Background: an optimization exercise with open tools, aiming at small area. Do not read the settings as production practice. Function was not checked in any run shown here: the RTL went through the layout flow alone. Power figures rest on the tool's default switching activity, not on a simulated workload.

--- design/flow/config.mk ---
export PLATFORM = sky130hd
export DESIGN_NAME = ycc_to_rgb
export DESIGN_NICKNAME = ycc_to_rgb
export VERILOG_FILES = /design/flow/design.v
export SDC_FILE = /design/flow/constraint.sdc
export NUM_CORES = 4
export LEC_CHECK = 0
export CAP_MARGIN = 20
export CORE_MARGIN = 2
export CORE_UTILIZATION = 40
export SLEW_MARGIN = 20
export SYNTH_HIERARCHICAL = 1
export SYNTH_MINIMUM_KEEP_SIZE = 0
--- design/flow/constraint.sdc ---
create_clock -name core_clock -period 10.0 [get_ports {clk}]
set_input_delay 2.0000 -clock core_clock [delete_from_list [all_inputs] [get_ports {clk}]]
set_output_delay 2.0000 -clock core_clock [all_outputs]
set_load 0.01 [all_outputs]
--- design/flow/design.v ---
module ycc_to_rgb (
    input  wire        clk,
    input  wire        rst,           
    input  wire        in_valid,
    input  wire        in_mode,       
    input  wire [2:0]  in_cll,        
    input  wire [15:0] in_e0,         
    input  wire [15:0] in_e1,         
    input  wire [15:0] in_e2,         
    output reg         out_valid,
    output wire [31:0] out_pixel      
);
  wire [15:0] y    = in_e0;
  wire [15:0] cb   = in_e1;
  wire [15:0] cr   = in_e2;
  wire [15:0] y_n  = ~in_e0;
  wire [15:0] cb_n = ~in_e1;
  wire [15:0] cr_n = ~in_e2;
  wire [7:0]  yy   = in_e0[7:0];
  wire [15:0] co_w = {8'd0, in_e1[7:0]} << in_cll;
  wire [15:0] cg_w = {8'd0, in_e2[7:0]} << in_cll;
  wire [7:0]  co   = co_w[8:1];
  wire [7:0]  cg   = cg_w[8:1];
  wire [7:0]  co_n = ~co;
  wire [7:0]  cg_n = ~cg;
  wire ri1 = ~cr_n[13];
  wire rs2, rc3;
  ha u_rs2 (cr_n[14], cr_n[12], rs2, rc3);
  wire rs4, rc5;
  fa u_rs4 (cr[15], cr_n[13], cr[11], rs4, rc5);
  wire rs6, rc7;
  fa u_rs6 (y[0], cr_n[14], cr[12], rs6, rc7);
  wire rs8, rc9;
  fa u_rs8 (y[1], cr[15], cr[13], rs8, rc9);
  wire rs10, rc11;
  fa u_rs10 (cr_n[9], cr[6], cr_n[4], rs10, rc11);
  wire rs12, rc13;
  fa u_rs12 (y[2], cr[14], cr_n[10], rs12, rc13);
  wire rs14, rc15;
  fa u_rs14 (cr[7], cr_n[5], cr_n[3], rs14, rc15);
  wire rs16, rc17;
  fa u_rs16 (y[3], cr_n[15], cr_n[11], rs16, rc17);
  wire rs18, rc19;
  ha u_rs18 (cr[8], cr_n[6], rs18, rc19);
  wire rs20, rc21;
  fa u_rs20 (y[4], cr_n[12], cr[9], rs20, rc21);
  wire ri22 = ~cr_n[7];
  wire rs23, rc24;
  fa u_rs23 (y[5], cr_n[13], cr[10], rs23, rc24);
  wire ri25 = ~cr_n[8];
  wire rs26, rc27;
  fa u_rs26 (y[6], cr_n[14], cr[11], rs26, rc27);
  wire ri28 = ~cr_n[9];
  wire rs29, rc30;
  fa u_rs29 (y[7], cr[15], cr[12], rs29, rc30);
  wire ri31 = ~y[8];
  wire ri32 = ~y[9];
  wire ri33 = ~cr_n[8];
  wire rs34, rc35;
  ha u_rs34 (cr_n[9], cr_n[7], rs34, rc35);
  wire rs36, rc37;
  ha u_rs36 (cr_n[10], cr_n[8], rs36, rc37);
  wire rs38, rc39;
  fa u_rs38 (cr_n[11], cr_n[9], cr[7], rs38, rc39);
  wire rs40, rc41;
  fa u_rs40 (cr_n[12], cr_n[10], cr[8], rs40, rc41);
  wire rs42, rc43;
  fa u_rs42 (cr_n[11], cr[9], cr_n[5], rs42, rc43);
  wire rs44, rc45;
  ha u_rs44 (cr[2], cr_n[0], rs44, rc45);
  wire rs46, rc47;
  fa u_rs46 (cr_n[13], cr[10], cr_n[6], rs46, rc47);
  wire rs48, rc49;
  fa u_rs48 (cr[3], cr_n[1], rs2, rs48, rc49);
  wire rs50, rc51;
  fa u_rs50 (cr_n[7], cr[4], cr_n[2], rs50, rc51);
  wire rs52, rc53;
  fa u_rs52 (cr_n[0], rc3, rs4, rs52, rc53);
  wire rs54, rc55;
  fa u_rs54 (cr_n[8], cr[5], cr_n[3], rs54, rc55);
  wire rs56, rc57;
  fa u_rs56 (cr_n[1], rc5, rs6, rs56, rc57);
  wire rs58, rc59;
  fa u_rs58 (cr_n[2], cr[0], rc7, rs58, rc59);
  wire rs60, rc61;
  fa u_rs60 (1'b1, rs8, rs10, rs60, rc61);
  wire rs62, rc63;
  fa u_rs62 (cr[1], rc9, rc11, rs62, rc63);
  wire rs64, rc65;
  fa u_rs64 (1'b1, rs12, rs14, rs64, rc65);
  wire rs66, rc67;
  fa u_rs66 (cr_n[4], cr[2], rs18, rs66, rc67);
  wire rs68, rc69;
  fa u_rs68 (rc13, rc15, rs16, rs68, rc69);
  wire rs70, rc71;
  fa u_rs70 (cr_n[5], cr[3], ri22, rs70, rc71);
  wire rs72, rc73;
  fa u_rs72 (rc19, rc17, rs20, rs72, rc73);
  wire rs74, rc75;
  fa u_rs74 (cr_n[7], cr_n[6], cr[4], rs74, rc75);
  wire rs76, rc77;
  fa u_rs76 (ri25, rc21, rs23, rs76, rc77);
  wire rs78, rc79;
  fa u_rs78 (cr_n[8], cr_n[7], cr[5], rs78, rc79);
  wire rs80, rc81;
  fa u_rs80 (ri28, rc24, rs26, rs80, rc81);
  wire rs82, rc83;
  fa u_rs82 (cr_n[9], cr_n[10], cr_n[8], rs82, rc83);
  wire rs84, rc85;
  fa u_rs84 (cr[6], rc27, rs29, rs84, rc85);
  wire rs86, rc87;
  fa u_rs86 (cr[13], cr_n[11], cr_n[9], rs86, rc87);
  wire rs88, rc89;
  fa u_rs88 (cr[7], ri31, rc30, rs88, rc89);
  wire rs90, rc91;
  fa u_rs90 (y[8], cr[14], cr_n[12], rs90, rc91);
  wire rs92, rc93;
  fa u_rs92 (cr_n[10], cr[8], ri32, rs92, rc93);
  wire rs94, rc95;
  fa u_rs94 (y[9], y[10], cr_n[15], rs94, rc95);
  wire rs96, rc97;
  fa u_rs96 (cr_n[13], cr_n[11], cr[9], rs96, rc97);
  wire rs98, rc99;
  fa u_rs98 (y[11], cr_n[14], cr_n[12], rs98, rc99);
  wire ri100 = ~cr[10];
  wire rs101, rc102;
  fa u_rs101 (y[12], cr[15], cr_n[13], rs101, rc102);
  wire ri103 = ~cr[11];
  wire rs104, rc105;
  fa u_rs104 (y[13], cr_n[14], cr[12], rs104, rc105);
  wire rs106, rc107;
  ha u_rs106 (cr_n[6], cr[4], rs106, rc107);
  wire rs108, rc109;
  fa u_rs108 (cr_n[8], cr[5], cr_n[1], rs108, rc109);
  wire rs110, rc111;
  fa u_rs110 (cr[6], cr_n[2], rc35, rs110, rc111);
  wire rs112, rc113;
  fa u_rs112 (cr_n[3], cr[0], rc37, rs112, rc113);
  wire rs114, rc115;
  fa u_rs114 (cr_n[4], cr[1], rc39, rs114, rc115);
  wire rs116, rc117;
  fa u_rs116 (ri1, rs44, rc41, rs116, rc117);
  wire rs118, rc119;
  fa u_rs118 (rc45, rc43, rs46, rs118, rc119);
  wire rs120, rc121;
  fa u_rs120 (rc47, rs50, rc49, rs120, rc121);
  wire rs122, rc123;
  fa u_rs122 (rc51, rs54, rc53, rs122, rc123);
  wire rs124, rc125;
  fa u_rs124 (rc55, rc57, rs58, rs124, rc125);
  wire rs126, rc127;
  fa u_rs126 (rc59, rc61, rs62, rs126, rc127);
  wire rs128, rc129;
  fa u_rs128 (rs66, rc63, rc65, rs128, rc129);
  wire rs130, rc131;
  fa u_rs130 (rs70, rc67, rc69, rs130, rc131);
  wire rs132, rc133;
  fa u_rs132 (rs74, rc71, rc73, rs132, rc133);
  wire rs134, rc135;
  fa u_rs134 (rc75, rs78, rc77, rs134, rc135);
  wire rs136, rc137;
  fa u_rs136 (rc79, rs82, rc81, rs136, rc137);
  wire rs138, rc139;
  fa u_rs138 (rc83, rs86, rc85, rs138, rc139);
  wire rs140, rc141;
  fa u_rs140 (rc87, rs90, rs92, rs140, rc141);
  wire rs142, rc143;
  fa u_rs142 (rc91, rs94, rs96, rs142, rc143);
  wire rs144, rc145;
  fa u_rs144 (ri100, rc95, rc97, rs144, rc145);
  wire rs146, rc147;
  fa u_rs146 (cr[10], ri103, rc99, rs146, rc147);
  wire rs148, rc149;
  fa u_rs148 (cr[11], rc102, rs104, rs148, rc149);
  wire rs150, rc151;
  fa u_rs150 (y[14], cr[15], cr[13], rs150, rc151);
  wire ri152 = ~cr_n[2];
  wire rs153, rc154;
  ha u_rs153 (cr_n[3], cr_n[1], rs153, rc154);
  wire rs155, rc156;
  fa u_rs155 (cr_n[4], cr_n[2], cr[0], rs155, rc156);
  wire rs157, rc158;
  fa u_rs157 (cr_n[5], cr_n[3], cr[1], rs157, rc158);
  wire rs159, rc160;
  fa u_rs159 (cr_n[6], cr_n[4], cr[2], rs159, rc160);
  wire rs161, rc162;
  fa u_rs161 (cr_n[7], cr_n[5], cr[3], rs161, rc162);
  wire rs163, rc164;
  fa u_rs163 (cr_n[0], ri33, rs106, rs163, rc164);
  wire rs165, rc166;
  fa u_rs165 (rc107, rs34, rs108, rs165, rc166);
  wire rs167, rc168;
  fa u_rs167 (rs36, rc109, rs110, rs167, rc168);
  wire rs169, rc170;
  fa u_rs169 (rs38, rc111, rs112, rs169, rc170);
  wire rs171, rc172;
  fa u_rs171 (rs40, rc113, rs114, rs171, rc172);
  wire rs173, rc174;
  fa u_rs173 (rs42, rc115, rs116, rs173, rc174);
  wire rs175, rc176;
  fa u_rs175 (rs48, rc117, rs118, rs175, rc176);
  wire rs177, rc178;
  fa u_rs177 (rc119, rs52, rs120, rs177, rc178);
  wire rs179, rc180;
  fa u_rs179 (rs56, rc121, rs122, rs179, rc180);
  wire rs181, rc182;
  fa u_rs181 (rs60, rc123, rs124, rs181, rc182);
  wire rs183, rc184;
  fa u_rs183 (rs64, rc125, rs126, rs183, rc184);
  wire rs185, rc186;
  fa u_rs185 (rs68, rc127, rs128, rs185, rc186);
  wire rs187, rc188;
  fa u_rs187 (rs72, rc129, rs130, rs187, rc188);
  wire rs189, rc190;
  fa u_rs189 (rs76, rc131, rs132, rs189, rc190);
  wire rs191, rc192;
  fa u_rs191 (rs80, rc133, rs134, rs191, rc192);
  wire rs193, rc194;
  fa u_rs193 (rs84, rc135, rs136, rs193, rc194);
  wire rs195, rc196;
  fa u_rs195 (rs88, rc137, rs138, rs195, rc196);
  wire rs197, rc198;
  fa u_rs197 (rc89, rs140, rc139, rs197, rc198);
  wire rs199, rc200;
  fa u_rs199 (rc93, rs142, rc141, rs199, rc200);
  wire rs201, rc202;
  fa u_rs201 (rs98, rc143, rs144, rs201, rc202);
  wire rs203, rc204;
  fa u_rs203 (rs101, rc145, rs146, rs203, rc204);
  wire rs205, rc206;
  fa u_rs205 (1'b1, rc147, rs148, rs205, rc206);
  wire rs207, rc208;
  fa u_rs207 (rc105, rs150, rc149, rs207, rc208);
  wire rs209, rc210;
  fa u_rs209 (y_n[15], cr[14], rc151, rs209, rc210);
  wire [21:0] r_cy;
  assign r_cy[0] = 1'b0;
  wire r_G0 = ((cr_n[2] & rs153) | ((cr_n[2] | rs153) & ((ri152 & cr_n[0]) | ((ri152 | cr_n[0]) & ((cr_n[1] & 1'b0) | ((cr_n[1] | 1'b0) & (1'b1 & cr_n[0])))))));
  wire r_P0 = (1'b1 | cr_n[0]) & (cr_n[1] | 1'b0) & (ri152 | cr_n[0]) & (cr_n[2] | rs153);
  assign r_cy[4] = r_G0 | (r_P0 & r_cy[0]);
  wire r_G4 = ((rc160 & rs161) | ((rc160 | rs161) & ((rc158 & rs159) | ((rc158 | rs159) & ((rc156 & rs157) | ((rc156 | rs157) & (rc154 & rs155)))))));
  wire r_P4 = (rc154 | rs155) & (rc156 | rs157) & (rc158 | rs159) & (rc160 | rs161);
  assign r_cy[8] = r_G4 | (r_P4 & r_cy[4]);
  wire r_G8 = ((rc168 & rs169) | ((rc168 | rs169) & ((rc166 & rs167) | ((rc166 | rs167) & ((rc164 & rs165) | ((rc164 | rs165) & (rc162 & rs163)))))));
  wire r_P8 = (rc162 | rs163) & (rc164 | rs165) & (rc166 | rs167) & (rc168 | rs169);
  assign r_cy[12] = r_G8 | (r_P8 & r_cy[8]);
  wire r_G12 = ((rc176 & rs177) | ((rc176 | rs177) & ((rc174 & rs175) | ((rc174 | rs175) & ((rc172 & rs173) | ((rc172 | rs173) & (rc170 & rs171)))))));
  wire r_P12 = (rc170 | rs171) & (rc172 | rs173) & (rc174 | rs175) & (rc176 | rs177);
  assign r_cy[16] = r_G12 | (r_P12 & r_cy[12]);
  wire r_G16 = ((rc184 & rs185) | ((rc184 | rs185) & ((rc182 & rs183) | ((rc182 | rs183) & ((rc180 & rs181) | ((rc180 | rs181) & (rc178 & rs179)))))));
  wire r_P16 = (rc178 | rs179) & (rc180 | rs181) & (rc182 | rs183) & (rc184 | rs185);
  assign r_cy[20] = r_G16 | (r_P16 & r_cy[16]);
  wire r_G20 = (rc186 & rs187);
  wire r_P20 = (rc186 | rs187);
  assign r_cy[21] = r_G20 | (r_P20 & r_cy[20]);
  wire r1s211, r1c212;
  fa u_r1s211 (yy[0], co[0], cg_n[0], r1s211, r1c212);
  wire r1s213, r1c214;
  fa u_r1s213 (yy[1], co[1], cg_n[1], r1s213, r1c214);
  wire r1s215, r1c216;
  fa u_r1s215 (yy[2], co[2], cg_n[2], r1s215, r1c216);
  wire r1s217, r1c218;
  fa u_r1s217 (yy[3], co[3], cg_n[3], r1s217, r1c218);
  wire r1s219, r1c220;
  fa u_r1s219 (yy[4], co[4], cg_n[4], r1s219, r1c220);
  wire r1s221, r1c222;
  fa u_r1s221 (yy[5], co[5], cg_n[5], r1s221, r1c222);
  wire r1s223, r1c224;
  fa u_r1s223 (yy[6], co[6], cg_n[6], r1s223, r1c224);
  wire r1s225, r1c226;
  fa u_r1s225 (yy[7], co[7], cg_n[7], r1s225, r1c226);
  wire rs227, rc228;
  fa u_rs227 (rc188, rs189, r_cy[21], rs227, rc228);
  wire rs229, rc230;
  fa u_rs229 (rc190, rs191, rc228, rs229, rc230);
  wire rs231, rc232;
  fa u_rs231 (rc192, rs193, rc230, rs231, rc232);
  wire rs233, rc234;
  fa u_rs233 (rc194, rs195, rc232, rs233, rc234);
  wire rs235, rc236;
  fa u_rs235 (rc196, rs197, rc234, rs235, rc236);
  wire rs237, rc238;
  fa u_rs237 (rc198, rs199, rc236, rs237, rc238);
  wire rs239, rc240;
  fa u_rs239 (rc200, rs201, rc238, rs239, rc240);
  wire rs241, rc242;
  fa u_rs241 (rc202, rs203, rc240, rs241, rc242);
  wire [7:0] r_m0 = {rs241, rs239, rs237, rs235, rs233, rs231, rs229, rs227};
  wire r1i243 = ~r1s211;
  wire r1s244, r1c245;
  fa u_r1s244 (r1s213, r1c212, r1s211, r1s244, r1c245);
  wire r1s246, r1c247;
  fa u_r1s246 (r1s215, r1c214, r1c245, r1s246, r1c247);
  wire r1s248, r1c249;
  fa u_r1s248 (r1s217, r1c216, r1c247, r1s248, r1c249);
  wire r1s250, r1c251;
  fa u_r1s250 (r1s219, r1c218, r1c249, r1s250, r1c251);
  wire r1s252, r1c253;
  fa u_r1s252 (r1s221, r1c220, r1c251, r1s252, r1c253);
  wire r1s254, r1c255;
  fa u_r1s254 (r1s223, r1c222, r1c253, r1s254, r1c255);
  wire r1s256, r1c257;
  fa u_r1s256 (r1s225, r1c224, r1c255, r1s256, r1c257);
  wire [7:0] r_m1 = {r1s256, r1s254, r1s252, r1s250, r1s248, r1s246, r1s244, r1i243};
  wire [7:0] r_m = in_mode ? r_m1 : r_m0;
  wire rs258, rc259;
  ha u_rs258 (rc204, rs205, rs258, rc259);
  wire rs260, rc261;
  fa u_rs260 (rc206, rs207, rc259, rs260, rc261);
  wire rs262, rc263;
  fa u_rs262 (rc208, rs209, rc261, rs262, rc263);
  wire rs264, rc265;
  fa u_rs264 (rc210, cr_n[15], rc263, rs264, rc265);
  wire ri266 = ~rc265;
  wire [4:0] r_t = {ri266, rs264, rs262, rs260, rs258};
  wire r_in0 = rc242 ? (&r_t) : ~(|r_t);
  wire [2:0] r_k = {r1c226, cg[7], co[7]};
  wire r_q0 = (r_k == 3'b000) | (r_k == 3'b101) | (r_k == 3'b011);
  wire r_q1 = (r_k == 3'b100) | (r_k == 3'b010) | (r_k == 3'b111);
  wire r_qn = (r_k == 3'b001);
  wire r_in1 = r1c257 ? r_q0 : r_q1;
  wire r_ng1 = r1c257 ? r_qn : (r_qn | r_q0);
  wire r_in = in_mode ? r_in1 : r_in0;
  wire r_hi = in_mode ? ~r_ng1 : ~r_t[4];
  wire [7:0] r_o = r_in ? r_m : {8{r_hi}};
  wire gi267 = ~cb[14];
  wire gs268, gc269;
  fa u_gs268 (y[0], cb_n[15], cb[5], gs268, gc269);
  wire gs270, gc271;
  fa u_gs270 (cb[3], cb_n[1], cr[15], gs270, gc271);
  wire gs272, gc273;
  fa u_gs272 (y[1], cb[6], cb[4], gs272, gc273);
  wire gi274 = ~cb_n[2];
  wire gs275, gc276;
  fa u_gs275 (y[2], cb[7], cb[5], gs275, gc276);
  wire gi277 = ~cb_n[3];
  wire gs278, gc279;
  fa u_gs278 (y[3], cb[8], cb[6], gs278, gc279);
  wire gi280 = ~cb_n[4];
  wire gs281, gc282;
  fa u_gs281 (y[4], cb[9], cb[7], gs281, gc282);
  wire gi283 = ~y[5];
  wire gi284 = ~y[6];
  wire gs285, gc286;
  ha u_gs285 (cb[12], cb[2], gs285, gc286);
  wire gs287, gc288;
  fa u_gs287 (cb[13], cb[3], cb[1], gs287, gc288);
  wire gs289, gc290;
  ha u_gs289 (cr_n[13], cr[9], gs289, gc290);
  wire gs291, gc292;
  fa u_gs291 (cb[4], cb[2], cb_n[0], gs291, gc292);
  wire gs293, gc294;
  fa u_gs293 (cr_n[14], cr[10], cr[7], gs293, gc294);
  wire gs295, gc296;
  ha u_gs295 (cr[4], cr[1], gs295, gc296);
  wire gs297, gc298;
  fa u_gs297 (cb[14], cr[11], cr[8], gs297, gc298);
  wire gs299, gc300;
  fa u_gs299 (cr[5], cr[2], cr_n[0], gs299, gc300);
  wire gs301, gc302;
  fa u_gs301 (1'b1, gs268, gs270, gs301, gc302);
  wire gs303, gc304;
  fa u_gs303 (cr[12], cr[9], cr[6], gs303, gc304);
  wire gs305, gc306;
  fa u_gs305 (cr[3], cr_n[1], gi274, gs305, gc306);
  wire gs307, gc308;
  fa u_gs307 (gc269, gc271, gs272, gs307, gc308);
  wire gs309, gc310;
  fa u_gs309 (cb_n[2], cr[13], cr[10], gs309, gc310);
  wire gs311, gc312;
  fa u_gs311 (cr[7], cr[4], cr_n[2], gs311, gc312);
  wire gs313, gc314;
  fa u_gs313 (gi277, gc273, gs275, gs313, gc314);
  wire gs315, gc316;
  fa u_gs315 (cb_n[3], cr[14], cr[11], gs315, gc316);
  wire gs317, gc318;
  fa u_gs317 (cr[8], cr[5], cr_n[3], gs317, gc318);
  wire gs319, gc320;
  fa u_gs319 (gi280, gc276, gs278, gs319, gc320);
  wire gs321, gc322;
  fa u_gs321 (cb_n[4], cb_n[5], cr_n[15], gs321, gc322);
  wire gs323, gc324;
  fa u_gs323 (cr[12], cr[9], cr[6], gs323, gc324);
  wire gs325, gc326;
  fa u_gs325 (cr_n[4], gc279, gs281, gs325, gc326);
  wire gs327, gc328;
  fa u_gs327 (cb[10], cb[8], cb_n[6], gs327, gc328);
  wire gs329, gc330;
  fa u_gs329 (cr[13], cr[10], cr[7], gs329, gc330);
  wire gs331, gc332;
  fa u_gs331 (cr_n[5], gi283, gc282, gs331, gc332);
  wire gs333, gc334;
  fa u_gs333 (y[5], cb[11], cb[9], gs333, gc334);
  wire gs335, gc336;
  fa u_gs335 (cb_n[7], cr[14], cr[11], gs335, gc336);
  wire gs337, gc338;
  fa u_gs337 (cr[8], cr_n[6], gi284, gs337, gc338);
  wire gs339, gc340;
  fa u_gs339 (y[6], y[7], cb[12], gs339, gc340);
  wire gs341, gc342;
  fa u_gs341 (cb[10], cb_n[8], cr_n[15], gs341, gc342);
  wire gs343, gc344;
  fa u_gs343 (cr[12], cr[9], cr_n[7], gs343, gc344);
  wire gs345, gc346;
  fa u_gs345 (y[8], cb[13], cb[11], gs345, gc346);
  wire gs347, gc348;
  fa u_gs347 (cb_n[9], cr[13], cr[10], gs347, gc348);
  wire gi349 = ~cr_n[8];
  wire gs350, gc351;
  fa u_gs350 (y[9], cb[14], cb[12], gs350, gc351);
  wire gs352, gc353;
  fa u_gs352 (cb_n[10], cr[14], cr[11], gs352, gc353);
  wire gi354 = ~cr_n[9];
  wire gs355, gc356;
  fa u_gs355 (y[10], cb_n[15], cb[13], gs355, gc356);
  wire gs357, gc358;
  fa u_gs357 (cb_n[11], cr_n[15], cr[12], gs357, gc358);
  wire gi359 = ~cr_n[10];
  wire gs360, gc361;
  fa u_gs360 (y[11], cb[14], cb_n[12], gs360, gc361);
  wire gi362 = ~y[12];
  wire gs363, gc364;
  fa u_gs363 (cb[10], cb[0], cr_n[10], gs363, gc364);
  wire gs365, gc366;
  fa u_gs365 (cb[11], cb[1], cr_n[11], gs365, gc366);
  wire gs367, gc368;
  ha u_gs367 (cr[7], cr[4], gs367, gc368);
  wire gs369, gc370;
  fa u_gs369 (cb[0], cr_n[12], cr[8], gs369, gc370);
  wire gs371, gc372;
  fa u_gs371 (cr[5], cr[2], gs285, gs371, gc372);
  wire gs373, gc374;
  fa u_gs373 (cr[6], cr[3], cr[0], gs373, gc374);
  wire gs375, gc376;
  fa u_gs375 (gc286, gs289, gs287, gs375, gc376);
  wire gs377, gc378;
  fa u_gs377 (gi267, gc290, gs295, gs377, gc378);
  wire gs379, gc380;
  fa u_gs379 (gc288, gs291, gs293, gs379, gc380);
  wire gs381, gc382;
  fa u_gs381 (gc296, gc292, gc294, gs381, gc382);
  wire gs383, gc384;
  fa u_gs383 (gs297, gs299, gs301, gs383, gc384);
  wire gs385, gc386;
  fa u_gs385 (gc298, gc300, gs303, gs385, gc386);
  wire gs387, gc388;
  fa u_gs387 (gs305, gc302, gs307, gs387, gc388);
  wire gs389, gc390;
  fa u_gs389 (gc304, gs309, gs311, gs389, gc390);
  wire gs391, gc392;
  fa u_gs391 (gc306, gc308, gs313, gs391, gc392);
  wire gs393, gc394;
  fa u_gs393 (gc310, gc312, gs315, gs393, gc394);
  wire gs395, gc396;
  fa u_gs395 (gs317, gc314, gs319, gs395, gc396);
  wire gs397, gc398;
  fa u_gs397 (gc316, gc318, gs321, gs397, gc398);
  wire gs399, gc400;
  fa u_gs399 (gs323, gc320, gs325, gs399, gc400);
  wire gs401, gc402;
  fa u_gs401 (gc322, gc324, gs327, gs401, gc402);
  wire gs403, gc404;
  fa u_gs403 (gs329, gc326, gs331, gs403, gc404);
  wire gs405, gc406;
  fa u_gs405 (gc328, gc330, gs333, gs405, gc406);
  wire gs407, gc408;
  fa u_gs407 (gs335, gs337, gc332, gs407, gc408);
  wire gs409, gc410;
  fa u_gs409 (gc334, gc336, gs339, gs409, gc410);
  wire gs411, gc412;
  fa u_gs411 (gs341, gs343, gc338, gs411, gc412);
  wire gs413, gc414;
  fa u_gs413 (gi349, gc340, gc342, gs413, gc414);
  wire gs415, gc416;
  fa u_gs415 (gc344, gs345, gs347, gs415, gc416);
  wire gs417, gc418;
  fa u_gs417 (cr_n[8], gi354, gc346, gs417, gc418);
  wire gs419, gc420;
  fa u_gs419 (gc348, gs350, gs352, gs419, gc420);
  wire gs421, gc422;
  fa u_gs421 (cr_n[9], gi359, gc351, gs421, gc422);
  wire gs423, gc424;
  fa u_gs423 (gc353, gs355, gs357, gs423, gc424);
  wire gs425, gc426;
  fa u_gs425 (cr_n[10], cr[13], cr_n[11], gs425, gc426);
  wire gs427, gc428;
  fa u_gs427 (gc356, gc358, gs360, gs427, gc428);
  wire gs429, gc430;
  fa u_gs429 (cb_n[15], cb_n[13], cr[14], gs429, gc430);
  wire gs431, gc432;
  fa u_gs431 (cr_n[12], gi362, gc361, gs431, gc432);
  wire gs433, gc434;
  fa u_gs433 (y[12], y[13], cb_n[14], gs433, gc434);
  wire gs435, gc436;
  ha u_gs435 (cr_n[15], cr_n[13], gs435, gc436);
  wire gs437, gc438;
  ha u_gs437 (y[14], cb[15], gs437, gc438);
  wire gs439, gc440;
  ha u_gs439 (cb[7], cr_n[7], gs439, gc440);
  wire gs441, gc442;
  fa u_gs441 (cb[8], cr_n[8], cr[4], gs441, gc442);
  wire gs443, gc444;
  fa u_gs443 (cb[9], cr_n[9], cr[5], gs443, gc444);
  wire gs445, gc446;
  fa u_gs445 (cr[6], cr[3], cr[0], gs445, gc446);
  wire gs447, gc448;
  fa u_gs447 (cr[1], gs367, gc364, gs447, gc448);
  wire gs449, gc450;
  fa u_gs449 (gc368, gc366, gs369, gs449, gc450);
  wire gs451, gc452;
  fa u_gs451 (gc370, gs373, gc372, gs451, gc452);
  wire gs453, gc454;
  fa u_gs453 (gc374, gs377, gc376, gs453, gc454);
  wire gs455, gc456;
  fa u_gs455 (gc378, gc380, gs381, gs455, gc456);
  wire gs457, gc458;
  fa u_gs457 (gc382, gs385, gc384, gs457, gc458);
  wire gs459, gc460;
  fa u_gs459 (gc386, gs389, gc388, gs459, gc460);
  wire gs461, gc462;
  fa u_gs461 (gc390, gs393, gc392, gs461, gc462);
  wire gs463, gc464;
  fa u_gs463 (gc394, gs397, gc396, gs463, gc464);
  wire gs465, gc466;
  fa u_gs465 (gc398, gs401, gc400, gs465, gc466);
  wire gs467, gc468;
  fa u_gs467 (gc402, gs405, gs407, gs467, gc468);
  wire gs469, gc470;
  fa u_gs469 (gc406, gs409, gs411, gs469, gc470);
  wire gs471, gc472;
  fa u_gs471 (gc410, gs413, gc412, gs471, gc472);
  wire gs473, gc474;
  fa u_gs473 (gc414, gc416, gs417, gs473, gc474);
  wire gs475, gc476;
  fa u_gs475 (gc418, gc420, gs421, gs475, gc476);
  wire gs477, gc478;
  fa u_gs477 (gs425, gc422, gc424, gs477, gc478);
  wire gs479, gc480;
  fa u_gs479 (gc426, gs429, gc428, gs479, gc480);
  wire gs481, gc482;
  fa u_gs481 (gs435, gc430, gs433, gs481, gc482);
  wire gs483, gc484;
  fa u_gs483 (cr_n[14], gc436, gs437, gs483, gc484);
  wire gs485, gc486;
  fa u_gs485 (y_n[15], cr[15], gc438, gs485, gc486);
  wire gi487 = ~cb[0];
  wire gs488, gc489;
  ha u_gs488 (cb[1], cr_n[1], gs488, gc489);
  wire gs490, gc491;
  ha u_gs490 (cb[2], cr_n[2], gs490, gc491);
  wire gs492, gc493;
  ha u_gs492 (cb[3], cr_n[3], gs492, gc493);
  wire gs494, gc495;
  fa u_gs494 (cb[4], cr_n[4], cr[0], gs494, gc495);
  wire gs496, gc497;
  fa u_gs496 (cb[5], cr_n[5], cr[1], gs496, gc497);
  wire gs498, gc499;
  fa u_gs498 (cb[6], cr_n[6], cr[2], gs498, gc499);
  wire gs500, gc501;
  fa u_gs500 (cr[3], cr[0], gs439, gs500, gc501);
  wire gs502, gc503;
  fa u_gs502 (cr[1], gc440, gs441, gs502, gc503);
  wire gs504, gc505;
  fa u_gs504 (cr[2], gc442, gs443, gs504, gc505);
  wire gs506, gc507;
  fa u_gs506 (gc444, gs445, gs363, gs506, gc507);
  wire gs508, gc509;
  fa u_gs508 (gc446, gs365, gs447, gs508, gc509);
  wire gs510, gc511;
  fa u_gs510 (gs371, gc448, gs449, gs510, gc511);
  wire gs512, gc513;
  fa u_gs512 (gc450, gs375, gs451, gs512, gc513);
  wire gs514, gc515;
  fa u_gs514 (gs379, gc452, gs453, gs514, gc515);
  wire gs516, gc517;
  fa u_gs516 (gc454, gs455, gs383, gs516, gc517);
  wire gs518, gc519;
  fa u_gs518 (gc456, gs387, gs457, gs518, gc519);
  wire gs520, gc521;
  fa u_gs520 (gs391, gc458, gs459, gs520, gc521);
  wire gs522, gc523;
  fa u_gs522 (gs395, gc460, gs461, gs522, gc523);
  wire gs524, gc525;
  fa u_gs524 (gs399, gc462, gs463, gs524, gc525);
  wire gs526, gc527;
  fa u_gs526 (gs403, gc464, gs465, gs526, gc527);
  wire gs528, gc529;
  fa u_gs528 (gc404, gs467, gc466, gs528, gc529);
  wire gs530, gc531;
  fa u_gs530 (gc408, gs469, gc468, gs530, gc531);
  wire gs532, gc533;
  fa u_gs532 (gs415, gc470, gs471, gs532, gc533);
  wire gs534, gc535;
  fa u_gs534 (gs419, gc472, gs473, gs534, gc535);
  wire gs536, gc537;
  fa u_gs536 (gs423, gc474, gs475, gs536, gc537);
  wire gs538, gc539;
  fa u_gs538 (gs427, gc476, gs477, gs538, gc539);
  wire gs540, gc541;
  fa u_gs540 (gs431, gc478, gs479, gs540, gc541);
  wire gs542, gc543;
  fa u_gs542 (gc432, gs481, gc480, gs542, gc543);
  wire gs544, gc545;
  fa u_gs544 (gc434, gs483, gc482, gs544, gc545);
  wire gs546, gc547;
  fa u_gs546 (1'b1, gs485, gc484, gs546, gc547);
  wire [21:0] g_cy;
  assign g_cy[0] = 1'b0;
  wire g_G0 = ((gc489 & gs490) | ((gc489 | gs490) & ((cb[0] & gs488) | ((cb[0] | gs488) & ((gi487 & cr_n[0]) | ((gi487 | cr_n[0]) & (1'b0 & 1'b0)))))));
  wire g_P0 = (1'b0 | 1'b0) & (gi487 | cr_n[0]) & (cb[0] | gs488) & (gc489 | gs490);
  assign g_cy[4] = g_G0 | (g_P0 & g_cy[0]);
  wire g_G4 = ((gc497 & gs498) | ((gc497 | gs498) & ((gc495 & gs496) | ((gc495 | gs496) & ((gc493 & gs494) | ((gc493 | gs494) & (gc491 & gs492)))))));
  wire g_P4 = (gc491 | gs492) & (gc493 | gs494) & (gc495 | gs496) & (gc497 | gs498);
  assign g_cy[8] = g_G4 | (g_P4 & g_cy[4]);
  wire g_G8 = ((gc505 & gs506) | ((gc505 | gs506) & ((gc503 & gs504) | ((gc503 | gs504) & ((gc501 & gs502) | ((gc501 | gs502) & (gc499 & gs500)))))));
  wire g_P8 = (gc499 | gs500) & (gc501 | gs502) & (gc503 | gs504) & (gc505 | gs506);
  assign g_cy[12] = g_G8 | (g_P8 & g_cy[8]);
  wire g_G12 = ((gc513 & gs514) | ((gc513 | gs514) & ((gc511 & gs512) | ((gc511 | gs512) & ((gc509 & gs510) | ((gc509 | gs510) & (gc507 & gs508)))))));
  wire g_P12 = (gc507 | gs508) & (gc509 | gs510) & (gc511 | gs512) & (gc513 | gs514);
  assign g_cy[16] = g_G12 | (g_P12 & g_cy[12]);
  wire g_G16 = ((gc521 & gs522) | ((gc521 | gs522) & ((gc519 & gs520) | ((gc519 | gs520) & ((gc517 & gs518) | ((gc517 | gs518) & (gc515 & gs516)))))));
  wire g_P16 = (gc515 | gs516) & (gc517 | gs518) & (gc519 | gs520) & (gc521 | gs522);
  assign g_cy[20] = g_G16 | (g_P16 & g_cy[16]);
  wire g_G20 = (gc523 & gs524);
  wire g_P20 = (gc523 | gs524);
  assign g_cy[21] = g_G20 | (g_P20 & g_cy[20]);
  wire gs548, gc549;
  fa u_gs548 (gc525, gs526, g_cy[21], gs548, gc549);
  wire gs550, gc551;
  fa u_gs550 (gc527, gs528, gc549, gs550, gc551);
  wire gs552, gc553;
  fa u_gs552 (gc529, gs530, gc551, gs552, gc553);
  wire gs554, gc555;
  fa u_gs554 (gc531, gs532, gc553, gs554, gc555);
  wire gs556, gc557;
  fa u_gs556 (gc533, gs534, gc555, gs556, gc557);
  wire gs558, gc559;
  fa u_gs558 (gc535, gs536, gc557, gs558, gc559);
  wire gs560, gc561;
  fa u_gs560 (gc537, gs538, gc559, gs560, gc561);
  wire gs562, gc563;
  fa u_gs562 (gc539, gs540, gc561, gs562, gc563);
  wire [7:0] g_m0 = {gs562, gs560, gs558, gs556, gs554, gs552, gs550, gs548};
  wire g1s564, g1c565;
  ha u_g1s564 (yy[0], cg[0], g1s564, g1c565);
  wire g1s566, g1c567;
  fa u_g1s566 (yy[1], cg[1], g1c565, g1s566, g1c567);
  wire g1s568, g1c569;
  fa u_g1s568 (yy[2], cg[2], g1c567, g1s568, g1c569);
  wire g1s570, g1c571;
  fa u_g1s570 (yy[3], cg[3], g1c569, g1s570, g1c571);
  wire g1s572, g1c573;
  fa u_g1s572 (yy[4], cg[4], g1c571, g1s572, g1c573);
  wire g1s574, g1c575;
  fa u_g1s574 (yy[5], cg[5], g1c573, g1s574, g1c575);
  wire g1s576, g1c577;
  fa u_g1s576 (yy[6], cg[6], g1c575, g1s576, g1c577);
  wire g1s578, g1c579;
  fa u_g1s578 (yy[7], cg[7], g1c577, g1s578, g1c579);
  wire [7:0] g_m1 = {g1s578, g1s576, g1s574, g1s572, g1s570, g1s568, g1s566, g1s564};
  wire [7:0] g_m = in_mode ? g_m1 : g_m0;
  wire gs580, gc581;
  ha u_gs580 (gc541, gs542, gs580, gc581);
  wire gs582, gc583;
  fa u_gs582 (gc543, gs544, gc581, gs582, gc583);
  wire gs584, gc585;
  fa u_gs584 (gc545, gs546, gc583, gs584, gc585);
  wire gs586, gc587;
  fa u_gs586 (gc547, gc486, gc585, gs586, gc587);
  wire gi588 = ~gc587;
  wire [4:0] g_t = {gi588, gs586, gs584, gs582, gs580};
  wire g_in0 = gc563 ? (&g_t) : ~(|g_t);
  wire g_in1 = g1c579 == cg[7];
  wire g_ng1 = ~g1c579 & cg[7];
  wire g_in = in_mode ? g_in1 : g_in0;
  wire g_hi = in_mode ? ~g_ng1 : ~g_t[4];
  wire [7:0] g_o = g_in ? g_m : {8{g_hi}};
  wire bs589, bc590;
  ha u_bs589 (y[1], cb_n[14], bs589, bc590);
  wire bs591, bc592;
  fa u_bs591 (y[2], cb[15], cb[13], bs591, bc592);
  wire bi593 = ~cb[10];
  wire bs594, bc595;
  fa u_bs594 (y[3], cb[14], cb[11], bs594, bc595);
  wire bi596 = ~cb[9];
  wire bs597, bc598;
  fa u_bs597 (y[4], cb_n[15], cb[12], bs597, bc598);
  wire bi599 = ~y[5];
  wire bi600 = ~y[6];
  wire bs601, bc602;
  fa u_bs601 (cb_n[11], cb[9], cb[6], bs601, bc602);
  wire bs603, bc604;
  fa u_bs603 (cb_n[12], cb[10], cb[7], bs603, bc604);
  wire bs605, bc606;
  fa u_bs605 (y[0], cb_n[13], cb[11], bs605, bc606);
  wire bs607, bc608;
  ha u_bs607 (cb[8], cb[6], bs607, bc608);
  wire bs609, bc610;
  fa u_bs609 (cb[12], cb[9], cb[7], bs609, bc610);
  wire bs611, bc612;
  fa u_bs611 (cb_n[3], cb[0], bs589, bs611, bc612);
  wire bs613, bc614;
  fa u_bs613 (cb[8], cb_n[4], cb[1], bs613, bc614);
  wire bs615, bc616;
  fa u_bs615 (bi593, bc590, bs591, bs615, bc616);
  wire bs617, bc618;
  fa u_bs617 (cb[10], cb_n[5], cb[2], bs617, bc618);
  wire bs619, bc620;
  fa u_bs619 (bi596, bc592, bs594, bs619, bc620);
  wire bs621, bc622;
  fa u_bs621 (cb[9], cb[10], cb_n[6], bs621, bc622);
  wire bs623, bc624;
  fa u_bs623 (cb[3], bc595, bs597, bs623, bc624);
  wire bs625, bc626;
  fa u_bs625 (cb[13], cb[11], cb_n[7], bs625, bc626);
  wire bs627, bc628;
  fa u_bs627 (cb[4], bi599, bc598, bs627, bc628);
  wire bs629, bc630;
  fa u_bs629 (y[5], cb[14], cb[12], bs629, bc630);
  wire bs631, bc632;
  fa u_bs631 (cb_n[8], cb[5], bi600, bs631, bc632);
  wire bs633, bc634;
  fa u_bs633 (y[6], y[7], cb_n[15], bs633, bc634);
  wire bs635, bc636;
  fa u_bs635 (cb[13], cb_n[9], cb[6], bs635, bc636);
  wire bs637, bc638;
  fa u_bs637 (y[8], cb[14], cb_n[10], bs637, bc638);
  wire bi639 = ~cb[7];
  wire bs640, bc641;
  fa u_bs640 (y[9], cb_n[15], cb_n[11], bs640, bc641);
  wire bi642 = ~y[10];
  wire bi643 = ~y[11];
  wire bs644, bc645;
  ha u_bs644 (cb_n[7], cb[5], bs644, bc645);
  wire bs646, bc647;
  fa u_bs646 (cb_n[8], cb[6], cb[3], bs646, bc647);
  wire bs648, bc649;
  fa u_bs648 (cb_n[9], cb[7], cb[4], bs648, bc649);
  wire bs650, bc651;
  fa u_bs650 (cb_n[10], cb[8], cb[5], bs650, bc651);
  wire bs652, bc653;
  fa u_bs652 (cb[4], cb_n[0], bs601, bs652, bc653);
  wire bs654, bc655;
  fa u_bs654 (cb[5], cb_n[1], bc602, bs654, bc655);
  wire bs656, bc657;
  fa u_bs656 (cb_n[2], bs607, bc604, bs656, bc657);
  wire bs658, bc659;
  fa u_bs658 (bc608, bc606, bs609, bs658, bc659);
  wire bs660, bc661;
  fa u_bs660 (bc610, bs613, bc612, bs660, bc661);
  wire bs662, bc663;
  fa u_bs662 (bc614, bs617, bc616, bs662, bc663);
  wire bs664, bc665;
  fa u_bs664 (bc618, bs621, bc620, bs664, bc665);
  wire bs666, bc667;
  fa u_bs666 (bc622, bs625, bc624, bs666, bc667);
  wire bs668, bc669;
  fa u_bs668 (bc626, bs629, bs631, bs668, bc669);
  wire bs670, bc671;
  fa u_bs670 (bc630, bs633, bs635, bs670, bc671);
  wire bs672, bc673;
  fa u_bs672 (bi639, bc634, bc636, bs672, bc673);
  wire bs674, bc675;
  fa u_bs674 (cb[7], cb[8], bc638, bs674, bc675);
  wire bs676, bc677;
  fa u_bs676 (cb_n[12], cb[9], bi642, bs676, bc677);
  wire bs678, bc679;
  fa u_bs678 (y[10], cb_n[13], cb[10], bs678, bc679);
  wire bs680, bc681;
  fa u_bs680 (y[11], y[12], cb_n[14], bs680, bc681);
  wire bs682, bc683;
  fa u_bs682 (y[13], cb[15], cb[12], bs682, bc683);
  wire bi684 = ~y[14];
  wire bs685, bc686;
  ha u_bs685 (cb_n[5], cb[3], bs685, bc686);
  wire bs687, bc688;
  fa u_bs687 (cb_n[6], cb[4], cb[1], bs687, bc688);
  wire bs689, bc690;
  fa u_bs689 (cb[2], cb[0], bs644, bs689, bc690);
  wire bs691, bc692;
  fa u_bs691 (cb[1], bc645, bs646, bs691, bc692);
  wire bs693, bc694;
  fa u_bs693 (cb[2], bc647, bs648, bs693, bc694);
  wire bs695, bc696;
  fa u_bs695 (cb[3], bc649, bs650, bs695, bc696);
  wire bs697, bc698;
  fa u_bs697 (1'b1, bc651, bs652, bs697, bc698);
  wire bs699, bc700;
  fa u_bs699 (bs603, bc653, bs654, bs699, bc700);
  wire bs701, bc702;
  fa u_bs701 (bs605, bc655, bs656, bs701, bc702);
  wire bs703, bc704;
  fa u_bs703 (bs611, bc657, bs658, bs703, bc704);
  wire bs705, bc706;
  fa u_bs705 (bc659, bs615, bs660, bs705, bc706);
  wire bs707, bc708;
  fa u_bs707 (bs619, bc661, bs662, bs707, bc708);
  wire bs709, bc710;
  fa u_bs709 (bs623, bc663, bs664, bs709, bc710);
  wire bs711, bc712;
  fa u_bs711 (bs627, bc665, bs666, bs711, bc712);
  wire bs713, bc714;
  fa u_bs713 (bc628, bs668, bc667, bs713, bc714);
  wire bs715, bc716;
  fa u_bs715 (bc632, bs670, bc669, bs715, bc716);
  wire bs717, bc718;
  fa u_bs717 (bs637, bc671, bs672, bs717, bc718);
  wire bs719, bc720;
  fa u_bs719 (bs640, bc673, bs674, bs719, bc720);
  wire bs721, bc722;
  fa u_bs721 (bc641, bs676, bc675, bs721, bc722);
  wire bs723, bc724;
  fa u_bs723 (bi643, bs678, bc677, bs723, bc724);
  wire bs725, bc726;
  fa u_bs725 (cb[11], bc679, bs680, bs725, bc726);
  wire bs727, bc728;
  fa u_bs727 (1'b1, bc681, bs682, bs727, bc728);
  wire bs729, bc730;
  fa u_bs729 (cb[13], bi684, bc683, bs729, bc730);
  wire bs731, bc732;
  fa u_bs731 (y[14], y_n[15], cb[14], bs731, bc732);
  wire [21:0] b_cy;
  assign b_cy[0] = 1'b0;
  wire b_G0 = ((1'b1 & cb_n[0]) | ((1'b1 | cb_n[0]) & ((1'b0 & 1'b0) | ((1'b0 | 1'b0) & ((1'b0 & 1'b0) | ((1'b0 | 1'b0) & (1'b0 & 1'b0)))))));
  wire b_P0 = (1'b0 | 1'b0) & (1'b0 | 1'b0) & (1'b0 | 1'b0) & (1'b1 | cb_n[0]);
  assign b_cy[4] = b_G0 | (b_P0 & b_cy[0]);
  wire b_G4 = ((cb_n[4] & cb[2]) | ((cb_n[4] | cb[2]) & ((cb_n[3] & cb[1]) | ((cb_n[3] | cb[1]) & ((cb_n[2] & cb[0]) | ((cb_n[2] | cb[0]) & (cb_n[1] & 1'b0)))))));
  wire b_P4 = (cb_n[1] | 1'b0) & (cb_n[2] | cb[0]) & (cb_n[3] | cb[1]) & (cb_n[4] | cb[2]);
  assign b_cy[8] = b_G4 | (b_P4 & b_cy[4]);
  wire b_G8 = ((bc690 & bs691) | ((bc690 | bs691) & ((bc688 & bs689) | ((bc688 | bs689) & ((bc686 & bs687) | ((bc686 | bs687) & (bs685 & cb[0])))))));
  wire b_P8 = (bs685 | cb[0]) & (bc686 | bs687) & (bc688 | bs689) & (bc690 | bs691);
  assign b_cy[12] = b_G8 | (b_P8 & b_cy[8]);
  wire b_G12 = ((bc698 & bs699) | ((bc698 | bs699) & ((bc696 & bs697) | ((bc696 | bs697) & ((bc694 & bs695) | ((bc694 | bs695) & (bc692 & bs693)))))));
  wire b_P12 = (bc692 | bs693) & (bc694 | bs695) & (bc696 | bs697) & (bc698 | bs699);
  assign b_cy[16] = b_G12 | (b_P12 & b_cy[12]);
  wire b_G16 = ((bc706 & bs707) | ((bc706 | bs707) & ((bc704 & bs705) | ((bc704 | bs705) & ((bc702 & bs703) | ((bc702 | bs703) & (bc700 & bs701)))))));
  wire b_P16 = (bc700 | bs701) & (bc702 | bs703) & (bc704 | bs705) & (bc706 | bs707);
  assign b_cy[20] = b_G16 | (b_P16 & b_cy[16]);
  wire b_G20 = (bc708 & bs709);
  wire b_P20 = (bc708 | bs709);
  assign b_cy[21] = b_G20 | (b_P20 & b_cy[20]);
  wire b1s733, b1c734;
  fa u_b1s733 (yy[0], co_n[0], cg_n[0], b1s733, b1c734);
  wire b1s735, b1c736;
  fa u_b1s735 (yy[1], co_n[1], cg_n[1], b1s735, b1c736);
  wire b1s737, b1c738;
  fa u_b1s737 (yy[2], co_n[2], cg_n[2], b1s737, b1c738);
  wire b1s739, b1c740;
  fa u_b1s739 (yy[3], co_n[3], cg_n[3], b1s739, b1c740);
  wire b1s741, b1c742;
  fa u_b1s741 (yy[4], co_n[4], cg_n[4], b1s741, b1c742);
  wire b1s743, b1c744;
  fa u_b1s743 (yy[5], co_n[5], cg_n[5], b1s743, b1c744);
  wire b1s745, b1c746;
  fa u_b1s745 (yy[6], co_n[6], cg_n[6], b1s745, b1c746);
  wire b1s747, b1c748;
  fa u_b1s747 (yy[7], co_n[7], cg_n[7], b1s747, b1c748);
  wire bs749, bc750;
  fa u_bs749 (bc710, bs711, b_cy[21], bs749, bc750);
  wire bs751, bc752;
  fa u_bs751 (bc712, bs713, bc750, bs751, bc752);
  wire bs753, bc754;
  fa u_bs753 (bc714, bs715, bc752, bs753, bc754);
  wire bs755, bc756;
  fa u_bs755 (bc716, bs717, bc754, bs755, bc756);
  wire bs757, bc758;
  fa u_bs757 (bc718, bs719, bc756, bs757, bc758);
  wire bs759, bc760;
  fa u_bs759 (bc720, bs721, bc758, bs759, bc760);
  wire bs761, bc762;
  fa u_bs761 (bc722, bs723, bc760, bs761, bc762);
  wire bs763, bc764;
  fa u_bs763 (bc724, bs725, bc762, bs763, bc764);
  wire [7:0] b_m0 = {bs763, bs761, bs759, bs757, bs755, bs753, bs751, bs749};
  wire b1s765, b1c766;
  fa u_b1s765 (b1s735, b1c734, 1'b1, b1s765, b1c766);
  wire b1s767, b1c768;
  fa u_b1s767 (b1s737, b1c736, b1c766, b1s767, b1c768);
  wire b1s769, b1c770;
  fa u_b1s769 (b1s739, b1c738, b1c768, b1s769, b1c770);
  wire b1s771, b1c772;
  fa u_b1s771 (b1s741, b1c740, b1c770, b1s771, b1c772);
  wire b1s773, b1c774;
  fa u_b1s773 (b1s743, b1c742, b1c772, b1s773, b1c774);
  wire b1s775, b1c776;
  fa u_b1s775 (b1s745, b1c744, b1c774, b1s775, b1c776);
  wire b1s777, b1c778;
  fa u_b1s777 (b1s747, b1c746, b1c776, b1s777, b1c778);
  wire [7:0] b_m1 = {b1s777, b1s775, b1s773, b1s771, b1s769, b1s767, b1s765, b1s733};
  wire [7:0] b_m = in_mode ? b_m1 : b_m0;
  wire bs779, bc780;
  ha u_bs779 (bc726, bs727, bs779, bc780);
  wire bs781, bc782;
  fa u_bs781 (bc728, bs729, bc780, bs781, bc782);
  wire bs783, bc784;
  fa u_bs783 (bc730, bs731, bc782, bs783, bc784);
  wire bs785, bc786;
  fa u_bs785 (bc732, cb_n[15], bc784, bs785, bc786);
  wire bi787 = ~bc786;
  wire [4:0] b_t = {bi787, bs785, bs783, bs781, bs779};
  wire b_in0 = bc764 ? (&b_t) : ~(|b_t);
  wire [2:0] b_k = {b1c748, cg[7], co[7]};
  wire b_q0 = (b_k == 3'b000);
  wire b_q1 = (b_k == 3'b100) | (b_k == 3'b010) | (b_k == 3'b001);
  wire b_q2 = (b_k == 3'b110) | (b_k == 3'b101) | (b_k == 3'b011);
  wire b_in1 = b1c778 ? b_q1 : b_q2;
  wire b_ng1 = b1c778 ? b_q0 : (b_q0 | b_q1);
  wire b_in = in_mode ? b_in1 : b_in0;
  wire b_hi = in_mode ? ~b_ng1 : ~b_t[4];
  wire [7:0] b_o = b_in ? b_m : {8{b_hi}};
  reg [23:0] pix;
  always @(posedge clk) begin
    if (rst) out_valid <= 1'b0;
    else     out_valid <= in_valid;
    pix <= {b_o, g_o, r_o};
  end
  assign out_pixel = {8'hff, pix};
endmodule
module fa (input wire a, input wire b, input wire c, output wire s, output wire co);
  assign s  = a ^ b ^ c;
  assign co = (a & b) | (a & c) | (b & c);
endmodule
module xr (input wire a, input wire b, output wire s);
  assign s = a ^ b;
endmodule
module ha (input wire a, input wire b, output wire s, output wire co);
  assign s  = a ^ b;
  assign co = a & b;
endmodule
--- design/flow/flow/run.sh ---
#!/bin/bash
# The standard layout, with the port buffers made from sky130_fd_sc_hd__buf_2 cells.
set -euo pipefail
bash standard.sh BUFFER_PORTS_ARGS="-buffer_cell sky130_fd_sc_hd__buf_2" finish > standard_flow.log 2>&1
--- design/flow/standard.sh ---
#!/bin/bash
# synth_recipe.tcl (not shown) runs the flow's synth.tcl, then flattens the netlist and writes it again
# the make line also repeats each setting of config.mk as NAME=value (left out here)
make -C /OpenROAD-flow-scripts/flow DESIGN_CONFIG=/design/flow/config.mk WORK_HOME=/design/flow/orfs CLKGATE_MAP_FILE= SYNTH_SCRIPT=/design/flow/synth_recipe.tcl "${@:-finish}"
==> results of run 1 <==
area by class of cell:
| cell class | instances | share of cell area (%) |
|---|---|---|
| flip-flops and latches | 25 | 4.33 |
| clock buffers | 3 | 0.650 |
| clock inverters | 1 | 0.0650 |
| multi-input cells | 668 | 80.9 |
| well taps | 330 | 3.57 |
| inverters | 62 | 2.01 |
| repair buffers | 151 | 8.42 |
metrics by stage:
stage / setup WS [ns] / total power, mW / instance area, sq um / utilization, %
global placement: -0.156 / 2.16 / 11400 / 45.7
CTS: 0.0529 / 2.29 / 11500 / 46.0
floorplan: 0.0541 / 1.44 / 10200 / -
detailed placement: -0.327 / 2.18 / 11400 / 45.7
global route: -0.0443 / 2.51 / 11600 / 46.2
finish: 0.182 / 2.29 / 11600 / 46.2
cells in the final DEF, fill, tap and decap left out, drive strengths merged, types with 9 or more instances in the layout:
cell type / count
nor2: 21
maj3: 9
mux2i: 27
ha: 26
conb: 16
buf: 151
inv: 62
a21oi: 48
o21ai: 26
a211oi: 11
nor3: 12
dfxtp: 25
fa: 352
nand2: 17
o22ai: 13
cells in the mapped netlist, drive strengths merged, types with 6 or more instances:
cell type | n | area [sq um]
ha | 26 | 325
nor3 | 12 | 60.1
a21oi | 48 | 240
a31oi | 7 | 43.8
dfxtp | 25 | 500
fa | 352 | 7050
nand2 | 17 | 66.3
mux2i | 27 | 270
o22a | 6 | 52.6
maj3 | 9 | 90.1
nor2b | 6 | 37.5
o22ai | 13 | 81.3
o21ai | 26 | 130
nor2 | 21 | 78.8
inv | 62 | 233
a211oi | 11 | 95.1
buf | 11 | 80.1
clkbuf | 11 | 41.3
metal layers:
metal	global-route usage (%)	vias to the layer above	wire length [microns]
li1	-	2845	-
met3	4.75	32	2090
met1	32.1	3667	12000
met5	0	-	0
met2	39.0	262	14300
met4	5.75	0	845
critical path: stages:
cell and delay [ns]:
buf_2 0.11, inv_2 0.12, fa_1 0.46, fa_1 0.48
fa_1 0.39, fa_1 0.51, fa_1 0.45, a31oi_1 0.19
o31ai_1 0.09, maj3_1 0.36, a21o_1 0.17, maj3_1 0.39
fa_1 0.40, fa_1 0.40, fa_1 0.39, fa_1 0.39
fa_1 0.38, fa_1 0.38, fa_1 0.39, fa_2 0.38
a311oi_2 0.26, buf_4 0.17, a21oi_2 0.04, buf_4 0.17
buf_4 0.15, a211oi_1 0.26, a21oi_1 0.06
flip-flops by register name, indices dropped and copies added, names as in the netlist:
name	flops
out_valid	1
pix	24
cells by family after synthesis:
kind of cell	share of synthesized area [%]
compound gates	9.66
fa+ha+maj	73.7
buf+inv	3.50
flops	4.94
mux	3.45
other cells	0.0370
simple gates	4.72
per-module statistics from Yosys, one instance, submodules excluded:
module / copies in the design / flops+latches
ha: 25 / 0
ycc_to_rgb: 1 / 25
fa: 352 / 0
where the power goes:
group,switching (mW),internal (mW)
Combinational,1.10,0.926
Clock,0.0399,0.0544
Sequential,0.0128,0.153
worst max-delay path by stage:
stage	depth (start not counted)	slack, ns	to
floorplan	26	0.05	pix[10]
global placement	28	-0.16	pix[8]
detailed placement	28	-0.33	pix[10]
CTS	26	0.05	pix[10]
global route	28	-0.04	pix[10]
finish	27	0.18	pix[9]
repair_timing:
item | 4_1_cts | 5_1_grt
hold buffers | 0 | 0
pin swaps | 0 | 1
resized for setup | 1 | 7
setup endpoints to repair | 2 | 8
setup buffers | 0 | 2
==> run summary, run 1 <==
worst rel slew slack - 55.1%
n_diodes - 0
async set-reset flop share out of synthesis - 0%
Hold Crit Class - primary input to flip-flop
Post-Layout Cell Count - 1240
HP Start - rst
clock buffer depth - 2
pwr dens - 198 nW/um^2
die footprint - 26600 sq um
FILL cells - 2285
initial DRC count - 498
crit start category - primary input
max cap viols - 0
Layout area overhead - 14.1%
vias in the first global route - 7753
largest net degree at the start of global routing - 43
Register Area - 500 sq um
layout cells sized above 1 - 19.7%
total CTS buffers - 3
Slew Viols, Final - 0
flop and latch count out of synthesis - 25
Post-DP HPWL - 25800 microns
sequential area share after synthesis - 4.94%
multi-input logic area - 9360 sq um
actual slew at the worst max-slew pin - 0.672 ns
total track usage - 23.6%
H-tree Lvls - 1
via count - 6806
CP Capture Type - flip-flop
total negative slack - 0 ns
DR vias/cell - 5.49
Static Leak - 4.75 nW
Post-synth EDFFs - 0
CTS root buf - clkbuf_16
Remaining Overflow, GRT - 0
Nets - 1344
CP arrival - 9.94 ns
TritonCTS clock tree - built
post-synthesis cell type count - 57
Hold Crit Endpoint - out_valid
fin crit period - 9.82 ns
Critical Path RT - 10.12 ns
Die W - 163 microns
peak supply drop - 0.000164 V
Placed Cells incl. Taps - 1234
first-pass GRT wire length - 45500 microns
CP Launch Point - in_e1[15]
TritonRoute pass-1 iters - 5
GP Congestion - 0.882
Ports - 88
row cnt - 58
Tcrit/Tclk final - 98.2%
Hold Path Depth - 2
cell area after technology mapping - 10100 sq um
clock sink total - 25
Mean Syn Cell Area - 13.3 sq um
Residual DRC - 0
Final setup viols - 0
synthesized instance count - 762
Routed Antenna Nets - 0
input/output buffers - 79
initial core utilization - 40.4%
final hold vios - 0
Hold Slack - 1.88 ns
CP Class - primary input to flip-flop
antenna violations before repair - 0
Worst Path Max Fanout - 6
WL final - 29200 microns
drt wl/cell - 23.6 microns
Clk pin slew, worst setup/hold paths - 0.07 ns
Core Region - 25000 sq um
Highest Clock Rate - 0.102 GHz
outcome - complete, no violations
Die Ht - 163 microns
Synth Warn # - 7
Synth Flop Type - dfxtp_1
==> run 2, diff against run 1 <==
--- a/design/flow/design.v
+++ b/design/flow/design.v
@@ -279,4 +279,5 @@
   fa u_rs233 (rc194, rs195, rc232, rs233, rc234);
+  wire r_zk0 = ((rc194 & rs195) | ((rc194 | rs195) & ((rc192 & rs193) | ((rc192 | rs193) & ((rc190 & rs191) | ((rc190 | rs191) & (rc188 & rs189))))))) | ((rc188 | rs189) & (rc190 | rs191) & (rc192 | rs193) & (rc194 | rs195) & r_cy[21]);
   wire rs235, rc236;
-  fa u_rs235 (rc196, rs197, rc234, rs235, rc236);
+  fa u_rs235 (rc196, rs197, r_zk0, rs235, rc236);
   wire rs237, rc238;
@@ -634,4 +635,5 @@
   fa u_gs554 (gc531, gs532, gc553, gs554, gc555);
+  wire g_zk0 = ((gc531 & gs532) | ((gc531 | gs532) & ((gc529 & gs530) | ((gc529 | gs530) & ((gc527 & gs528) | ((gc527 | gs528) & (gc525 & gs526))))))) | ((gc525 | gs526) & (gc527 | gs528) & (gc529 | gs530) & (gc531 | gs532) & g_cy[21]);
   wire gs556, gc557;
-  fa u_gs556 (gc533, gs534, gc555, gs556, gc557);
+  fa u_gs556 (gc533, gs534, g_zk0, gs556, gc557);
   wire gs558, gc559;
@@ -865,4 +867,5 @@
   fa u_bs755 (bc716, bs717, bc754, bs755, bc756);
+  wire b_zk0 = ((bc716 & bs717) | ((bc716 | bs717) & ((bc714 & bs715) | ((bc714 | bs715) & ((bc712 & bs713) | ((bc712 | bs713) & (bc710 & bs711))))))) | ((bc710 | bs711) & (bc712 | bs713) & (bc714 | bs715) & (bc716 | bs717) & b_cy[21]);
   wire bs757, bc758;
-  fa u_bs757 (bc718, bs719, bc756, bs757, bc758);
+  fa u_bs757 (bc718, bs719, b_zk0, bs757, bc758);
   wire bs759, bc760;
@@ -925,2 +928,5 @@
 endmodule
+module maj (input wire a, input wire b, input wire c, output wire co);
+  assign co = (a & b) | (a & c) | (b & c);
+endmodule
 module ha (input wire a, input wire b, output wire s, output wire co);
==> design/flow/flow/run.sh (replaced) <==
#!/bin/bash
# The standard layout with two changes:
#  - the synthesis is the standard flow's (synth_recipe.tcl), except that its final ABC
#    mapping uses flow/abc_map.script (area-oriented mapping) instead of ORFS's
#    speed script;
#  - the port buffers are sky130_fd_sc_hd__buf_2 cells.
set -euo pipefail
here=$(pwd)
{
  echo "# synth_recipe.tcl, with the final ABC mapping done by $here/flow/abc_map.script"
  echo "proc abc {args} {"
  echo "  set i [lsearch -exact \$args -script]"
  echo "  if {\$i >= 0} { lset args [expr {\$i + 1}] $here/flow/abc_map.script }"
  echo "  yosys abc {*}\$args"
  echo "}"
  cat "$here/synth_recipe.tcl"
} > "$here/synth_area.tcl"
bash standard.sh SYNTH_SCRIPT="$here/synth_area.tcl" \
  BUFFER_PORTS_ARGS="-buffer_cell sky130_fd_sc_hd__buf_2" finish > standard_flow.log 2>&1
==> design/flow/flow/abc_map.script (new file) <==
strash
dch
amap
topo
stime -c
--- a/design/flow/config.mk
+++ b/design/flow/config.mk
@@ -9,3 +9,4 @@
 export CORE_MARGIN = 2
-export CORE_UTILIZATION = 40
+export CORE_UTILIZATION = 65
+export PLACE_DENSITY = 0.75
 export SLEW_MARGIN = 20
==> run summary, run 2 <==
H-tree Lvls - 1 (unchanged)
fin worst setup slack - 1.04 ns (+0.858 ns)
Final Util - 72.2% (+26 points)
post-synthesis cell type count - 37 (-35%)
actual slew at the worst max-slew pin - 0.899 ns (+0.227 ns)
Ports - 88 (unchanged)
Power Internal - 1.09 mW (-4.0%)
Largest register FFs - 24 (unchanged)
Highest Clock Rate - 0.112 GHz (+9.6%)
Layout area overhead - 7.71%
Core Region - 14600 sq um (-42%)
cell area after technology mapping - 9820 sq um (-3.1%)
power share of the clock group - 4.0% (about the same)
Sw Share - 51.8% (+1.4 points)
drt wl/cell - 26.3 microns (+12%)
vias in the first global route - 8114 (+4.7%)
top cell type's share of synthesized area - 71.8% (+2.2 points)
TritonCTS clock tree - built
Sequential Power Share - 7.4% (+0.2 points)
Slew Viols, Final - 0 (unchanged)
CP Capture Type - flip-flop
pwr dens - 214 nW/um^2 (+8.0%)
Hold Crit Class - primary input to flip-flop
Nets - 1300 (-3.3%)
placed cell area - 10500 sq um (-8.2%)
Remaining Overflow, GRT - 0 (unchanged)
antenna violations before repair - 0 (unchanged)
Final setup viols - 0 (unchanged)
peak supply drop - 0.000145 V (-12%)
Area contributors post-synth - fa_1 72%, dfxtp_1 5.1%, o22ai_1 3.4%
initial core utilization - 67.0% (+27 points)
TritonRoute pass-1 iters - 5 (unchanged)
total CTS buffers - 3 (unchanged)
Synth area leader - fa_1
synth cell count leaders - 352 x fa_1, 65 x clkinv_1, 62 x nor2_1
synthesized instance count - 769 (+0.92%)
Worst Path Max Fanout - 9 (+3)
largest net degree at the start of global routing - 34 (-21%)
Post-DP HPWL - 23200 microns (-10%)
Residual DRC - 0 (unchanged)
Synth Flop Type - dfxtp_1
crit start category - primary input
WL final - 27600 microns (-5.5%)
Post-synth EDFFs - 0 (unchanged)
top-count cell post-synth - fa_1
Critical Path RT - 10.18 ns (+0.06 ns)
via count - 7083 (+4.1%)
RSZ-0062 raised after global routing - no
top flop regs - pix x24, out_valid x1
max cap viols - 0 (unchanged)
flop and latch count out of synthesis - 25 (unchanged)
total track usage - 38.2% (+15 points)
n_diodes - 0 (unchanged)
worst rel slew slack - 39.9% (-15 points)
Synth Warn # - 7 (unchanged)
async set-reset flop share out of synthesis - 0% (unchanged)
first-pass GRT wire length - 44700 microns (-1.7%)
commonest non-fill, non-tap cell in the layout - fa_1
Static Leak - 4.02 nW (-15%)
CP Class - primary input to flip-flop
layout cells sized above 1 - 10.4% (-9.3 points)
input/output buffers - 79 (unchanged)
Routed Antenna Nets - 0 (unchanged)
Design Area, Final - 10600 sq um (-8.5%)
P_sw - 1.17 mW (+1.5%)
pre-CTS setup slack - 0.831 ns (+1.16 ns)
fin crit period - 8.96 ns (-0.858 ns)
CP arrival - 9.14 ns (-0.80 ns)
clock buffer depth - 2 (unchanged)
postcts setup bufs - 0 (unchanged)
row cnt - 44 (-24%)
outcome - complete, no violations
# resized after CTS - 0 (-1)
clock sink total - 25 (unchanged)
initial DRC count - 561 (+13%)
Die Ht - 127 microns (-22%)
GP Congestion - 1.00 (+14%)
sequential area share after synthesis - 5.10% (+0.16 points)
die footprint - 16100 sq um (-39%)
combinational power share - 88.5% (about the same)
DR vias/cell - 6.75 (+23%)
Tot Pwr - 2.26 mW (-1.2%)
most frequent cells in the layout - 352 x fa_1, 79 x buf_2, 65 x clkinv_1
CTS root buf - clkbuf_16
total negative slack - 0 ns (unchanged)
final hold vios - 0 (unchanged)
hold_buf cts - 0 (unchanged)
Mean Syn Cell Area - 12.8 sq um (-3.9%)
Die W - 127 microns (-22%)
Most flops, register - pix
Clk pin slew, worst setup/hold paths - 0.07 ns (about the same)
Tcrit/Tclk final - 89.6% (-8.6 points)
run 2: per-module statistics from Yosys, one instance, submodules excluded:
module	cell area, sq um	times used
ycc_to_rgb	2460	1
fa	20.0	352
ha	12.5	25
run 2: metal layers:
metal / vias to the layer above / track usage [%] / routed length (microns)
met5: - / 0 / 0
met4: 0 / 16.8 / 1570
met3: 83 / 5.10 / 2140
met2: 401 / 63.2 / 13900
met1: 3815 / 51.9 / 9980
li1: 2784 / - / -
run 2: per-stage QoR:
step | hold slack, ns | instances
finish | 1.89 | 1050
global route | 1.90 | 1050
floorplan | 2.07 | 784
global placement | 2.16 | 1046
detailed placement | 2.16 | 1046
CTS | 1.89 | 1050
run 2: kinds of logic (layout without fill, tap and decap cells):
group	Yosys count	in the layout	share of synthesized area (%)
adder cells (fa/ha/maj)	378	378	75.1
AO/OA/AOI/OAI	165	165	10.9
AND/OR/NAND/NOR	127	127	5.75
buffers and inverters	73	155	3.10
flip-flops	25	25	5.10
other	1	16	0.0382
run 2: critical path, cell delays in order:
cell      delay (ns)
buf_2           0.15
clkinv_1        0.40
fa_1            0.69
fa_1            0.43
fa_1            0.39
fa_1            0.52
fa_1            0.45
a22oi_1         0.19
nor2_1          0.06
a221oi_1        0.19
o21ai_0         0.12
o21ai_0         0.09
nand2_1         0.13
a31o_1          0.25
fa_1            0.38
fa_1            0.39
fa_1            0.39
fa_1            0.40
nand2_1         0.08
nor2_1          0.04
o32ai_1         0.68
o21ai_0         0.50
o21ai_0         0.21
run 2: power by group through the flow:
stage               logic, mW  clock network [mW]  registers, mW
floorplan                1.32                   0          0.196
global placement         1.88                   0          0.167
detailed placement       1.95                   0          0.168
CTS                      1.97              0.0923          0.168
global route             2.24              0.0953          0.172
finish                   2.00              0.0909          0.168
run 2: path summary, 6_finish.rpt:
path | from | cells after the start | endpoint | slack, ns
worst max-delay path | in_e1[15] | 23 | pix[12] | 1.04
worst min-delay path | rst | 2 | out_valid | 1.89
run 2: cell type report:
| class | instances | area [sq um] |
|---|---|---|
| timing repair buffer | 86 | 448 |
| fill | 1026 | 4070 |
| clock buffer | 3 | 75.1 |
| sequential | 25 | 500 |
| multi-input combinational | 686 | 9070 |
| inverter | 65 | 244 |
| tap | 184 | 230 |
| clock inverter | 1 | 7.51 |

afterwards: timing with drivers on the ports:
Ports are ideal in the flow. The routed layouts listed here were re-timed in OpenROAD. Step 1 (the two cells are an assumption about what drives the block):
set clk [get_ports {clk}]
set_driving_cell -lib_cell sky130_fd_sc_hd__clkbuf_16 $clk
set_driving_cell -lib_cell sky130_fd_sc_hd__buf_2 [delete_from_list [all_inputs] $clk]
Step 2, shift: input delay + t, output delay - t, t = (earliest + latest rising clock arrival at the registers) / 2. This alone moves slack from input paths to output paths. Slacks: no drivers / after step 1 / after step 2; pairs: no drivers / after step 1.
run | t (ns) | setup WS [ns] | worst setup path at the end | worst slew at a driven data input, ns | cell pins on the clock port's net
run 1 | 0.297 | 0.182 / 0.195 / -0.103 | input to register | 0.06 | 1
run 2 | 0.289 | 1.039 / 1.050 / 0.761 | input to register | 0.05 | 1
Met with ideal ports but missed after step 2: setup timing in run 1. The setup slack of run 1, which loses most, moves by +0.013 ns with the drivers and by -0.285 ns with both steps.
